Context: an optimization exercise on an open-source flow, tuned for small area, a short achievable clock period and few clock cycles. The choices shown serve that exercise and are no tape-out recipe.
Where RTL was checked, it was by simulation tests only, not by an equivalence proof against the original.
Power is estimated from default activity; no workload was simulated.

run a:
==> flow/design.v (excerpt) <==
module lxe (
    input  wire        clk,
    input  wire        rst,         
    input  wire        bus_valid,
    input  wire        bus_write,
    input  wire [5:0]  bus_addr,
    input  wire [31:0] bus_wdata,
    output wire        bus_ready,
    output reg         bus_rvalid,
    output reg  [31:0] bus_rdata
);
For scale: about 420 flip-flops, about 0.031 sq mm of cells after synthesis.
export LEC_CHECK = 0
export CAP_MARGIN = 20
export CORE_MARGIN = 2
export CORE_UTILIZATION = 40
export PLACE_DENSITY = 0.6
export SLEW_MARGIN = 20
create_clock -name core_clock -period 12.0 [get_ports {clk}]
standard.sh (not shown) runs the stock make flow with config.mk's settings and CLKGATE_MAP_FILE= SYNTH_SCRIPT=/design/flow/synth_recipe.tcl, a recipe that flattens the netlist after the stock synthesis.
==> flow/flow/run.sh <==
#!/bin/bash
# Standard synthesis and layout, with two changes: the port buffers are
# buf_2 cells, and repair_timing aims at a setup margin of 7.5 ns, so that it
# also works on paths that already meet the 12 ns clock.
set -euo pipefail
bash standard.sh synth > synth.log 2>&1
bash standard.sh SETUP_SLACK_MARGIN=7.5 "BUFFER_PORTS_ARGS=-buffer_cell sky130_fd_sc_hd__buf_2" finish > layout.log 2>&1
[inputs] run b vs run a
-- flow/design.v --
<<< run a, line 51
    reg [3:0]  ecode;
    reg [31:0] einfo;
    reg        rdy;
    reg        busy;
>>> run b, line 51
    reg [3:0]  ecode;
    reg [31:0] einfo;
    reg        rq_v;
    reg        rq_w;
    reg [5:0]  rq_a;
    reg [31:0] rq_d;
    reg        rdy;
    reg        busy;
<<< run a, line 60
    assign bus_ready = rdy;
    wire accept = bus_valid && rdy;
    wire exec   = accept;
    wire        rq_w = bus_write;
    wire [5:0]  rq_a = bus_addr;
    wire [31:0] rq_d = bus_wdata;
    function [15:0] crc16_step;
        input [15:0] c;
>>> run b, line 64
    assign bus_ready = rdy;
    wire accept = bus_valid && rdy;
    wire exec   = rq_v && !busy;
    function [15:0] crc16_step;
        input [15:0] c;
<<< run a, line 283
    wire [31:0] mx    = mx_t ^ (sk_r ^ {32{dec}});
    wire [31:0] nb    = ra + mx + {31'h0, dec};
    wire fwd_next = busy && (cnt == 5'd31) && bus_valid && !bus_write &&
                    ((bus_addr == A_V0) || (bus_addr == A_V1)) &&
                    ((bus_addr == A_V0) ^ vsw);
    wire wr_ok = exec && rq_w;
    always @(posedge clk) begin
        bus_rdata <= read_data;
        rst_q     <= rst;
>>> run b, line 284
    wire [31:0] mx    = mx_t ^ (sk_r ^ {32{dec}});
    wire [31:0] nb    = ra + mx + {31'h0, dec};
    wire rq_vread = rq_v && !rq_w && ((rq_a == A_V0) || (rq_a == A_V1)) &&
                    ((rq_a == A_V0) ^ vsw);
    wire fwd      = busy && (cnt == 5'd0) && rq_vread;
    wire fwd_next = busy && (cnt == 5'd31) && rq_vread && !accept;
    wire wr_ok = exec && rq_w;
    always @(posedge clk) begin
        if (accept) begin
            rq_w <= bus_write;
            rq_a <= bus_addr;
            rq_d <= bus_wdata;
        end
        bus_rdata <= read_data;
        rst_q     <= rst;
<<< run a, line 298
        if (rst) begin
            busy <= 1'b0; cnt <= 5'h0;
            rdy <= 1'b0;
            bus_rvalid <= 1'b0;
        end else begin
            rdy  <= fwd_next || !(start || (busy && cnt != 5'd0));
            bus_rvalid <= accept;
            if (busy) begin
                if (cnt == 5'd0)
>>> run b, line 305
        if (rst) begin
            busy <= 1'b0; cnt <= 5'h0;
            rq_v <= 1'b0;
            rdy <= 1'b1;
            bus_rvalid <= 1'b0;
        end else begin
            rq_v <= accept || (rq_v && busy && !fwd);
            rdy  <= fwd_next || !((accept || (rq_v && busy && !fwd)) &&
                                  ((busy && cnt != 5'd0) || start));
            bus_rvalid <= exec || fwd;
            if (busy) begin
                if (cnt == 5'd0)
--- outcome ---
- Run b | status: complete | timing, DRC, antenna: pass
- Run b vs run a, start point of the critical path: rb[5] vs bus_wdata[8]
- Changes observed in run b relative to run a: global-route track usage on met1 -3.4 points; xor-xnor portion of the synthesized cell area -0.17 points; flop and latch count out of synthesis +40; wire length -6.3%; sequential cell area share +4.2 points.
- Run b vs run a: maximum clock frequency down in run b
- Core utilization, run a and run b: higher on run a
- Summary of run b over run a: initial core utilization dropped 0.18 points; count of antenna diodes in the layout -1.
- Going from run a to run b, total power grows by 4.0%.
- Looking at highest layer used for signal routing, the met5 result is from run a; the met4 one comes from run b.
- Higher cell area after synthesis goes to run b over run a.
- Count of cell instances traversed by the critical path (lower): run a
- Going from run a to run b, the largest driver fanout on the critical path was found to have gone down by 3.
No functional check of the RTL was part of any run of this note.

---

lxe, a different RTL version from the one above (not shown whole).
For scale: about 4200 cells after synthesis, about 76 I/O pins, about 0.033 mm^2 of cells after synthesis.
## lxe
module lxe (
    input  wire        clk,
    input  wire        rst,         
    input  wire        bus_valid,
    input  wire        bus_write,
    input  wire [5:0]  bus_addr,
    input  wire [31:0] bus_wdata,
    output wire        bus_ready,
    output reg         bus_rvalid,
    output reg  [31:0] bus_rdata
);
    localparam [5:0] A_CMD    = 6'h00;
    localparam [5:0] A_STATUS = 6'h04;
    localparam [5:0] A_EINFO  = 6'h08;
    localparam [5:0] A_K0     = 6'h10;
    localparam [5:0] A_K1     = 6'h14;
    localparam [5:0] A_K2     = 6'h18;
    localparam [5:0] A_K3     = 6'h1C;
    localparam [5:0] A_V0     = 6'h20;
    localparam [5:0] A_V1     = 6'h24;
    localparam [5:0] A_OPA    = 6'h28;
    localparam [5:0] A_OPB    = 6'h2C;
    localparam [5:0] A_RES    = 6'h30;
    localparam [5:0] A_CRC    = 6'h34;
    localparam [31:0] DEC_START = 32'hE3779B90;    
    localparam [7:0] OP_CRC_INIT = 8'h01;
    localparam [7:0] OP_CRC_UPD  = 8'h02;
    localparam [7:0] OP_AND32    = 8'h10;
    localparam [7:0] OP_OR32     = 8'h11;
    localparam [7:0] OP_XOR32    = 8'h12;
    localparam [7:0] OP_SHL32    = 8'h13;
    localparam [7:0] OP_SHR32    = 8'h14;
    localparam [7:0] OP_SWAP     = 8'h18;
    localparam [7:0] OP_SWAPBP   = 8'h19;
    localparam [7:0] OP_XTEA_ENC = 8'h20;
    localparam [7:0] OP_XTEA_DEC = 8'h21;
    localparam [7:0] OP_KEY_CLR  = 8'h22;
    localparam [7:0] OP_CLRERR   = 8'h7F;
  ...
Settings: LEC_CHECK=0, CAP_MARGIN=20, CORE_MARGIN=2, CORE_UTILIZATION=40, PLACE_DENSITY=0.6, SLEW_MARGIN=20; clock period 12.0 ns.
==> flow/flow/run.sh <==
#!/bin/bash
# Standard synthesis and layout, with two changes: the port buffers are
# buf_4 cells, and repair_timing aims at a setup margin of 7.5 ns, so that it
# also works on paths that already meet the 12 ns clock.
set -euo pipefail
bash standard.sh synth > synth.log 2>&1
bash standard.sh SETUP_SLACK_MARGIN=7.5 "BUFFER_PORTS_ARGS=-buffer_cell sky130_fd_sc_hd__buf_4" finish > layout.log 2>&1
Rerun with:
--- a/flow/design.v
+++ b/flow/design.v
@@ -79,40 +79,24 @@
             end
             crc16_step = x;
         end
     endfunction
     function [7:0] rev8;
         input [7:0] x;
         integer i;
         begin
             for (i = 0; i < 8; i = i + 1)
                 rev8[i] = x[7 - i];
         end
     endfunction
-    function [31:0] add_ks;
-        input [31:0] a;
-        input [31:0] b;
-        reg   [31:0] g, t;
-        integer i, l;
-        begin
-            g = a & b;
-            t = a | b;
-            for (l = 1; l < 32; l = l * 2)
-                for (i = 31; i >= l; i = i - 1) begin
-                    g[i] = g[i] | (t[i] & g[i - l]);
-                    t[i] = t[i] & t[i - l];
-                end
-            add_ks = a ^ b ^ {g[30:0], 1'b0};
-        end
-    endfunction
     function [31:0] rev32;
         input [31:0] x;
         integer i;
         begin
             for (i = 0; i < 32; i = i + 1)
                 rev32[i] = x[31 - i];
         end
     endfunction
     wire [7:0]  opc = rq_d[7:0];
     wire [7:0]  arg = rq_d[15:8];
     wire [15:0] rsv = rq_d[31:16];
     wire misaligned = (rq_a[1:0] != 2'b00);
@@ -287,25 +271,25 @@
     wire [33:0] rom_after = step_rom({start ? start_dec : dec, cnt + 5'd1});
     reg [31:0] ksel;
     always @(*) begin
         case (kidx_r)
             2'd0: ksel = k0;
             2'd1: ksel = k1;
             2'd2: ksel = k2;
             default: ksel = k3;
         endcase
     end
     wire [31:0] k3_dec0 = k3 + DEC_START;
     wire [31:0] sk_next = start ? (opc[0] ? k3_dec0 : k0) : (rom_now[31:0] + ksel);
-    wire [31:0] mx_t  = add_ks((rb << 4) ^ (rb >> 5), rb);
+    wire [31:0] mx_t  = ((rb << 4) ^ (rb >> 5)) + rb;
     wire [31:0] mx    = mx_t ^ (sk_r ^ {32{dec}});
     wire [31:0] nb    = ra + mx + {31'h0, dec};
     wire wr_ok = exec && rq_w && !raise;
     always @(posedge clk) begin
         if (accept) begin
             rq_w <= bus_write;
             rq_a <= bus_addr;
             rq_d <= bus_wdata;
         end
         bus_rdata <= read_data;
         rst_q     <= rst;
         if (busy || start) begin
=> The changed run finished with timing, DRC and antenna clean; routed wire length shrinks by 5.2%; first-iteration DRC count grows by 0.91%; cell area shrinks by 3.4%; hold slack improved by 0.0082 ns; setup slack improved by 0.15 ns.
Testbench counts after the change, summed over its fixed seeds: cycles 51,068.
The RTL of the first run of this note was laid out without a check of its function.

==> what the ideal ports hide <==
Ports are ideal in the flow. The routed layouts listed here were re-timed in OpenROAD. Step 1, drivers: a clkbuf_16 drives clk and a buf_2 each remaining input, both assumed. Step 2 moves the port delays by t, midway between the first and last clock arrival at a register: inputs arrive t later, outputs are due t later. That takes back most of the time a late clock gives input paths. Three values: no drivers, after step 1, after step 2; two values: the first two.
run	t, ns	setup WS [ns]	hold slack, ns
run a	0.699	7.373 / 7.376 / 6.677	0.468 / 0.468 / 0.468
run b	0.664	7.173 / 7.173 / 7.173	0.465 / 0.465 / 0.465
the first run of note 2	0.707	7.266 / 7.266 / 7.266	0.442 / 0.442 / 0.442
the second run of note 2	0.698	7.411 / 7.411 / 7.411	0.451 / 0.451 / 0.451
After both steps every run listed still meets setup and hold. For run a, which loses most, drivers alone change the setup slack by +0.003 ns; drivers and shift together by -0.696 ns.
